Context: an optimization exercise on an open-source flow, tuned for a short achievable clock period and few clock cycles. The choices shown serve that exercise and are no tape-out recipe.
No functional check of the RTL was part of this run.

==> flow/design.v <==
module um_core (
    input  wire        clk,
    input  wire        rst,           
    input  wire [19:0] img_len,       
    output reg         mem_en,
    output reg         mem_we,
    output reg  [23:0] mem_addr,
    output reg  [31:0] mem_wdata,
    input  wire [31:0] mem_rdata,
    output reg         out_valid,
    output reg  [7:0]  out_byte,
    output wire        in_req,
    input  wire        in_valid,
    input  wire [7:0]  in_byte,
    input  wire        in_eof,
    output wire [1:0]  status,        
    output reg  [2:0]  fault_kind,
    output wire [31:0] finger
);
    localparam [19:0] MAX_ARRAY = 20'hFFFFF;
    localparam [2:0] F_OPCODE = 3'd1;
    localparam [2:0] F_HANDLE = 3'd2;
    localparam [2:0] F_INDEX  = 3'd3;
    localparam [2:0] F_DIVZ   = 3'd4;
    localparam [2:0] F_RANGE  = 3'd5;
    localparam [2:0] F_ALLOC  = 3'd6;
    localparam [3:0] S_FETCH  = 4'd0;
    localparam [3:0] S_DECODE = 4'd1;
    localparam [3:0] S_EXEC   = 4'd2;
    localparam [3:0] S_LOAD   = 4'd3;
    localparam [3:0] S_DIV    = 4'd4;
    localparam [3:0] S_ZERO   = 4'd5;
    localparam [3:0] S_CPRD   = 4'd6;
    localparam [3:0] S_CPWR   = 4'd7;
    localparam [3:0] S_IN     = 4'd8;
    localparam [3:0] S_HALT   = 4'd9;
    localparam [3:0] S_FAULT  = 4'd10;
    reg [3:0]  state;
    reg [31:0] pc;
    reg [31:0] ir;
    reg [31:0] regs [0:7];
    reg        slot_live [0:15];
    reg [23:0] slot_base [0:15];
    reg [19:0] slot_len  [0:15];
    reg [4:0]  n_slots;               
    reg [3:0]  free_stack [0:15];
    reg [4:0]  free_sp;               
    reg [23:0] heap_top;              
    reg [23:0] dst_addr;              
    reg [23:0] src_addr;              
    reg [19:0] cnt;                   
    reg [19:0] xfer_len;              
    reg [31:0] jump_target;           
    reg [31:0] div_quot;
    reg [32:0] div_rem;
    reg [31:0] div_den;
    reg [5:0]  div_cnt;
    integer i;
    wire [3:0]  op   = ir[31:28];
    wire [2:0]  ra_i = ir[8:6];
    wire [2:0]  rb_i = ir[5:3];
    wire [2:0]  rc_i = ir[2:0];
    wire [31:0] ra   = regs[ra_i];
    wire [31:0] rb   = regs[rb_i];
    wire [31:0] rc   = regs[rc_i];
    function live;
        input [31:0] h;
        begin
            live = (h[31:4] == 28'd0) && ({1'b0, h[3:0]} < n_slots) && slot_live[h[3:0]];
        end
    endfunction
    wire [31:0] hnd    = (op == 4'd2) ? ra : (op == 4'd9) ? rc : rb;
    wire [31:0] index  = (op == 4'd2) ? rb : rc;
    wire        live_h = live(hnd);
    wire [19:0] len_h  = slot_len[hnd[3:0]];
    wire [23:0] base_h = slot_base[hnd[3:0]];
    wire        in_bounds = index < {12'd0, len_h};
    wire        fetch_ok = pc < {12'd0, slot_len[0]};
    wire        can_mint = (n_slots != 5'd16);
    wire [3:0]  new_handle = (free_sp != 5'd0) ? free_stack[free_sp - 5'd1] : n_slots[3:0];
    wire [32:0] div_shift = {div_rem[31:0], div_quot[31]};
    wire        div_ge    = div_shift >= {1'b0, div_den};
    assign status = (state == S_HALT)  ? 2'd1 :
                    (state == S_FAULT) ? 2'd2 : 2'd0;
    assign finger = pc;
    assign in_req = (state == S_IN);
    always @(*) begin
        mem_en    = 1'b0;
        mem_we    = 1'b0;
        mem_addr  = 24'd0;
        mem_wdata = 32'd0;
        case (state)
            S_FETCH: begin
                mem_en   = fetch_ok;
                mem_addr = slot_base[0] + pc[23:0];
            end
            S_EXEC: begin
                if (op == 4'd1) begin
                    mem_en   = live_h && in_bounds;
                    mem_addr = base_h + index[23:0];
                end else if (op == 4'd2) begin
                    mem_en    = live_h && in_bounds;
                    mem_we    = 1'b1;
                    mem_addr  = base_h + index[23:0];
                    mem_wdata = rc;
                end
            end
            S_ZERO: begin
                mem_en    = 1'b1;
                mem_we    = 1'b1;
                mem_addr  = dst_addr + {4'd0, cnt};
                mem_wdata = 32'd0;
            end
            S_CPRD: begin
                mem_en   = 1'b1;
                mem_addr = src_addr + {4'd0, cnt};
            end
            S_CPWR: begin
                mem_en    = 1'b1;
                mem_we    = 1'b1;
                mem_addr  = dst_addr + {4'd0, cnt};
                mem_wdata = mem_rdata;
            end
            default: ;
        endcase
    end
    always @(posedge clk) begin
        if (rst) begin
            state      <= S_FETCH;
            pc         <= 32'd0;
            ir         <= 32'd0;
            fault_kind <= 3'd0;
            out_valid  <= 1'b0;
            out_byte   <= 8'd0;
            for (i = 0; i < 8; i = i + 1)
                regs[i] <= 32'd0;
            for (i = 0; i < 16; i = i + 1)
                slot_live[i] <= 1'b0;
            slot_live[0] <= 1'b1;
            slot_base[0] <= 24'd0;
            slot_len[0]  <= img_len;
            n_slots      <= 5'd1;
            free_sp      <= 5'd0;
            heap_top     <= {4'd0, img_len};
        end else begin
            out_valid <= 1'b0;
            case (state)
                S_FETCH: begin
                    if (fetch_ok) begin
                        pc    <= pc + 32'd1;
                        state <= S_DECODE;
                    end else begin
                        fault_kind <= F_INDEX;
                        state      <= S_FAULT;
                    end
                end
                S_DECODE: begin
                    ir    <= mem_rdata;
                    state <= S_EXEC;
                end
                S_EXEC: begin
                    state <= S_FETCH;
                    case (op)
                        4'd0: begin  
                            if (rc != 32'd0)
                                regs[ra_i] <= rb;
                        end
                        4'd1: begin  
                            if (!live_h) begin
                                fault_kind <= F_HANDLE;
                                state      <= S_FAULT;
                            end else if (!in_bounds) begin
                                fault_kind <= F_INDEX;
                                state      <= S_FAULT;
                            end else begin
                                state <= S_LOAD;
                            end
                        end
                        4'd2: begin  
                            if (!live_h) begin
                                fault_kind <= F_HANDLE;
                                state      <= S_FAULT;
                            end else if (!in_bounds) begin
                                fault_kind <= F_INDEX;
                                state      <= S_FAULT;
                            end
                        end
                        4'd3: regs[ra_i] <= rb + rc;
                        4'd4: regs[ra_i] <= rb * rc;
                        4'd5: begin  
                            if (rc == 32'd0) begin
                                fault_kind <= F_DIVZ;
                                state      <= S_FAULT;
                            end else begin
                                div_quot <= rb;
                                div_rem  <= 33'd0;
                                div_den  <= rc;
                                div_cnt  <= 6'd0;
                                state    <= S_DIV;
                            end
                        end
                        4'd6: regs[ra_i] <= ~(rb & rc);
                        4'd7: state <= S_HALT;
                        4'd8: begin  
                            if (rc > {12'd0, MAX_ARRAY} || (free_sp == 5'd0 && !can_mint)) begin
                                fault_kind <= F_ALLOC;
                                state      <= S_FAULT;
                            end else begin
                                slot_live[new_handle] <= 1'b1;
                                slot_base[new_handle] <= heap_top;
                                slot_len[new_handle]  <= rc[19:0];
                                regs[rb_i]            <= {28'd0, new_handle};
                                if (free_sp != 5'd0)
                                    free_sp <= free_sp - 5'd1;
                                else
                                    n_slots <= n_slots + 5'd1;
                                heap_top <= heap_top + {4'd0, rc[19:0]};
                                dst_addr <= heap_top;
                                xfer_len <= rc[19:0];
                                cnt      <= 20'd0;
                                if (rc != 32'd0)
                                    state <= S_ZERO;
                            end
                        end
                        4'd9: begin  
                            if (rc == 32'd0 || !live_h) begin
                                fault_kind <= F_HANDLE;
                                state      <= S_FAULT;
                            end else begin
                                slot_live[rc[3:0]]  <= 1'b0;
                                free_stack[free_sp[3:0]] <= rc[3:0];
                                free_sp             <= free_sp + 5'd1;
                            end
                        end
                        4'd10: begin  
                            if (rc > 32'd255) begin
                                fault_kind <= F_RANGE;
                                state      <= S_FAULT;
                            end else begin
                                out_valid <= 1'b1;
                                out_byte  <= rc[7:0];
                            end
                        end
                        4'd11: state <= S_IN;
                        4'd12: begin  
                            if (rb == 32'd0) begin
                                pc <= rc;
                            end else if (!live_h) begin
                                fault_kind <= F_HANDLE;
                                state      <= S_FAULT;
                            end else if (len_h == 20'd0) begin
                                slot_base[0] <= heap_top;
                                slot_len[0]  <= 20'd0;
                                pc           <= rc;
                            end else begin
                                src_addr    <= base_h;
                                dst_addr    <= heap_top;
                                xfer_len    <= len_h;
                                heap_top    <= heap_top + {4'd0, len_h};
                                jump_target <= rc;
                                cnt         <= 20'd0;
                                state       <= S_CPRD;
                            end
                        end
                        4'd13: regs[ir[27:25]] <= {7'd0, ir[24:0]};
                        default: begin
                            fault_kind <= F_OPCODE;
                            state      <= S_FAULT;
                        end
                    endcase
                end
                S_LOAD: begin
                    regs[ra_i] <= mem_rdata;
                    state      <= S_FETCH;
                end
                S_DIV: begin
                    div_rem  <= div_ge ? (div_shift - {1'b0, div_den}) : div_shift;
                    div_quot <= {div_quot[30:0], div_ge};
                    div_cnt  <= div_cnt + 6'd1;
                    if (div_cnt == 6'd31) begin
                        regs[ra_i] <= {div_quot[30:0], div_ge};
                        state      <= S_FETCH;
                    end
                end
                S_ZERO: begin
                    cnt <= cnt + 20'd1;
                    if (cnt + 20'd1 == xfer_len)
                        state <= S_FETCH;
                end
                S_CPRD: state <= S_CPWR;
                S_CPWR: begin
                    cnt <= cnt + 20'd1;
                    if (cnt + 20'd1 == xfer_len) begin
                        slot_base[0] <= dst_addr;
                        slot_len[0]  <= xfer_len;
                        pc           <= jump_target;
                        state        <= S_FETCH;
                    end else begin
                        state <= S_CPRD;
                    end
                end
                S_IN: begin
                    if (in_valid) begin
                        regs[rc_i] <= in_eof ? 32'hFFFFFFFF : {24'd0, in_byte};
                        state      <= S_FETCH;
                    end
                end
                default: ;  
            endcase
        end
    end
endmodule
==> flow/run.sh <==
#!/bin/bash
# synth_recipe.tcl (not shown) runs the flow's synth.tcl, then flattens the netlist and writes it again
# the make line also repeats each setting of config.mk as NAME=value (left out here)
make -C /OpenROAD-flow-scripts/flow DESIGN_CONFIG=/design/flow/config.mk WORK_HOME=/design/flow/orfs CLKGATE_MAP_FILE= SYNTH_SCRIPT=/design/flow/synth_recipe.tcl finish
==> flow/config.mk <==
export PLATFORM = sky130hd
export DESIGN_NAME = um_core
export DESIGN_NICKNAME = um_core
export VERILOG_FILES = /design/flow/design.v
export SDC_FILE = /design/flow/constraint.sdc
export NUM_CORES = 4
export LEC_CHECK = 0
export CAP_MARGIN = 20
export CORE_MARGIN = 2
export CORE_UTILIZATION = 30
export PLACE_DENSITY = 0.4
export SLEW_MARGIN = 20
==> flow/constraint.sdc <==
create_clock -name core_clock -period 12.0 [get_ports {clk}]
set_input_delay 2.4000 -clock core_clock [delete_from_list [all_inputs] [get_ports {clk}]]
set_output_delay 2.4000 -clock core_clock [all_outputs]
set_load 0.01 [all_outputs]
==> run summary <==
## kinds of logic after synthesis
logic type / after synthesis / synth area share [%]
DFF: 1385 / 46.13
muxes: 318 / 5.659
AOI/OAI and AO/OA: 1512 / 11.61
and+or+nand+nor: 3023 / 15.26
adders and majority gates: 737 / 14.03
xor gates and xnor gates: 251 / 2.548
buffers and inverters: 1067 / 4.766
## critical path: stages (launching register included)
cell and delay [ps]:
sky130_fd_sc_hd__dfxtp_4 880, sky130_fd_sc_hd__mux4_2 620, sky130_fd_sc_hd__mux2i_4 280, sky130_fd_sc_hd__o22ai_4 120, sky130_fd_sc_hd__nor2_4 690, sky130_fd_sc_hd__buf_4 340, sky130_fd_sc_hd__nand2_1 70, sky130_fd_sc_hd__and3_1 180
sky130_fd_sc_hd__a311oi_1 270, sky130_fd_sc_hd__a311oi_1 80, sky130_fd_sc_hd__a21oi_1 300, sky130_fd_sc_hd__ha_1 320, sky130_fd_sc_hd__o21ai_0 140, sky130_fd_sc_hd__a21boi_0 180, sky130_fd_sc_hd__o21ai_0 480, sky130_fd_sc_hd__a211oi_1 200
sky130_fd_sc_hd__a2111oi_0 470, sky130_fd_sc_hd__buf_1 240, sky130_fd_sc_hd__o31ai_1 150, sky130_fd_sc_hd__and2_1 200, sky130_fd_sc_hd__o41a_1 390, sky130_fd_sc_hd__a311oi_1 360, sky130_fd_sc_hd__xnor2_1 100, sky130_fd_sc_hd__a221o_1 330
sky130_fd_sc_hd__clkdlybuf4s50_1 480
## cells in the final DEF, fill, tap and decap left out, types with 175 or more instances in the layout
| cell type | instances |
|---|---|
| sky130_fd_sc_hd__a21oi_1 | 384 |
| sky130_fd_sc_hd__nand3_1 | 255 |
| sky130_fd_sc_hd__buf_4 | 298 |
| sky130_fd_sc_hd__o21ai_0 | 275 |
| sky130_fd_sc_hd__ha_1 | 323 |
| sky130_fd_sc_hd__clkbuf_16 | 175 |
| sky130_fd_sc_hd__nand2_1 | 1135 |
| sky130_fd_sc_hd__fa_1 | 414 |
| sky130_fd_sc_hd__nor2_1 | 901 |
| sky130_fd_sc_hd__inv_1 | 548 |
| sky130_fd_sc_hd__edfxtp_1 | 1281 |
## sequential cells by signal, indices dropped and copies added, names as in the netlist, named ones only
name         flops
slot_base      384
div_cnt          6
cnt             20
xfer_len        20
src_addr        24
free_sp          5
ir              32
out_valid        1
dst_addr        24
free_stack      64
div_rem         32
regs           256
out_byte         8
slot_live       16
div_den         32
slot_len       320
jump_target     32
n_slots          5
heap_top        24
state            4
pc              32
div_quot        32
fault_kind       3
## metrics by stage
stage | instances | setup WS [ps] | hold slack [ps]
global placement | 12160 | 1186 | 432.5
CTS | 12470 | 805.6 | 448.1
floorplan | 8293 | 2649 | 414.7
finish | 12490 | 812.6 | 452.3
detailed placement | 12160 | 1276 | 439.8
global route | 12480 | 438.3 | 476.2
## metal layers
| metal | global-route usage [%] | up-vias | wire length [µm] |
|---|---|---|---|
| met5 | 0 | - | 83 |
| met4 | 11.06 | 12 | 19390 |
| met3 | 5.102 | 658 | 32820 |
| met2 | 42.03 | 3209 | 185100 |
| met1 | 37.39 | 36320 | 178600 |
| li1 | - | 30140 | - |
## layout make-up
type | instances | area [µm²] | area share [%]
inverter | 568 | 2137 | 2.114
multi-input combinational | 5841 | 43860 | 43.38
antenna | 12 | 30.03 | 0.02970
sequential | 1385 | 40570 | 40.12
timing repair buffer | 471 | 4004 | 3.960
clock inverter | 92 | 1025 | 1.013
tap | 3900 | 4880 | 4.826
clock buffer | 218 | 4608 | 4.557
## worst paths after layout
kind / start / end / slack (ps) / cells past startpoint
worst max register to register: register / regs[2][31] / 1050 / 25
worst min-delay path: slot_live[0] / slot_live[0] / 450 / 1
worst max-delay path: register / mem_addr[22] / 810 / 24
worst min register to register: slot_live[0] / slot_live[0] / 450 / 1
==> results.tsv <==
metric	value	unit
CTS Buffer Depth	4	
Synth area leader	sky130_fd_sc_hd__edfxtp_1	
final core utilization	34.71	%
count of warnings emitted by yosys	1	
sinks on the clock net	1385	
mean area per synthesized cell	10.60	µm²
cell area after synthesis	87890	µm²
share of Yosys cell area claimed by the top area cell type	43.77	%
result of the run	complete, no violations	
biggest area contributors in the synthesized netlist	sky130_fd_sc_hd__edfxtp_1 44%, sky130_fd_sc_hd__fa_1 9.4%, sky130_fd_sc_hd__nand2_1 4.9%, sky130_fd_sc_hd__ha_1 4.6%, sky130_fd_sc_hd__nor2_1 3.9%	
overall fraction of global-route tracks in use	27.20	%
clock tree root driver cell	sky130_fd_sc_hd__clkbuf_16	
Max Clock Skew	116.5	ps
fraction of final layout cells sized beyond drive strength 1	10.76	%
mean number of vias per cell	5.633	
startpoint type of the worst setup path	register	
I/O pin count	169	
top cells by instance count after synthesis	1281 x sky130_fd_sc_hd__edfxtp_1, 1148 x sky130_fd_sc_hd__nand2_1, 919 x sky130_fd_sc_hd__nor2_1	
Synth-to-Final Area Change	15.04	%
final hold violation count	0	
count of mapped cells out of synthesis	8293	
Fill cells	29310	
period utilization	93.23	%
Final Wtd Congestion	0.9853	
die height	545.3	µm
kind of path behind the tightest hold check	reg2reg	
final HPWL from detailed placement	298700	µm
most common cell in the netlist	sky130_fd_sc_hd__edfxtp_1	
clock slew seen by the registers of the worst setup and hold paths	50	ps
number of flops mapped to enable cells by yosys	1281	
violation count after the first detailed-route iteration	7982	
number of clock buffers inserted by TritonCTS	172	
transition time at the pin with the least slew margin	1161	ps
first-pass iteration count of the detailed router	6	
post-route cell area	101100	µm²
count of unique library cells instantiated by Yosys	100	
number of global-route vias before repair	68420	
Final Critical Period	11190	ps
number of cells upsized or downsized after cts	0	
total number of vias	70340	
Post-synth top flop	sky130_fd_sc_hd__edfxtp_1	
arrival time worst endpoint	8790	ps
largest net degree at the start of global routing	128	
DR WL/cell	33.31	µm
die outline area	297300	µm²
Worst-Skew Late Latency	900	ps
final setup fails	0	
total overflow reported by the global router	0	
asr flop ratio synth	0	%
syn nets	9094	
net total in the final layout	9240	
total negative slack	0	ps
final wirelength	415900	µm
slew margin rel.	20.95	%
part of the Yosys area used for sequential elements	46.13	%
number of antenna violations at the first check in global routing	31	
peak fanout along the critical path	40	
required time reported for the critical path endpoint	9600	ps
register bit count reported by yosys	1385	
crit end category	output port	
H-tree depth	4	
first-pass GRT wire length	571200	µm
DRC violation count after routing	0	
placed inst area	95430	µm²
max-slew violations	0	
FMAX	0.08939	GHz
row count	198	
standard cell core area	291300	µm²
unrepaired setup endpoints after global routing	no	
clock tree from TritonCTS	yes	
type of the worst setup path	reg2out	
Post-CTS Hold Fix Bufs	0	
effective utilization at floorplan	30.17	%
Post-CTS Setup Bufs	0	
MaxCap Viol Count	0	
I/O Buffers	168	
post-route antenna net violation count	0	
die outline width	545.3	µm

==> what the ideal ports hide <==
Ports are ideal in the flow. The routed layout listed here was re-timed in OpenROAD.
Step 1 sets driving cells, clkbuf_16 on the clock port and buf_2 on the other inputs (assumed; they add their load-dependent delay and slew).
Step 2, shift: input delay + t, output delay - t, t = (earliest + latest rising clock arrival at the registers) / 2. This alone moves slack from input paths to output paths.
Slacks: ideal ports / drivers / drivers and shift; pairs: ideal ports / drivers.
t (ns): 0.938
setup slack, ns: 0.813 / 0.716 / 1.049
worst data-port slew with drivers (ns): 0.07
After both steps this run still meets setup and hold. For this run, drivers alone change the setup slack by -0.097 ns; drivers and shift together by +0.236 ns.
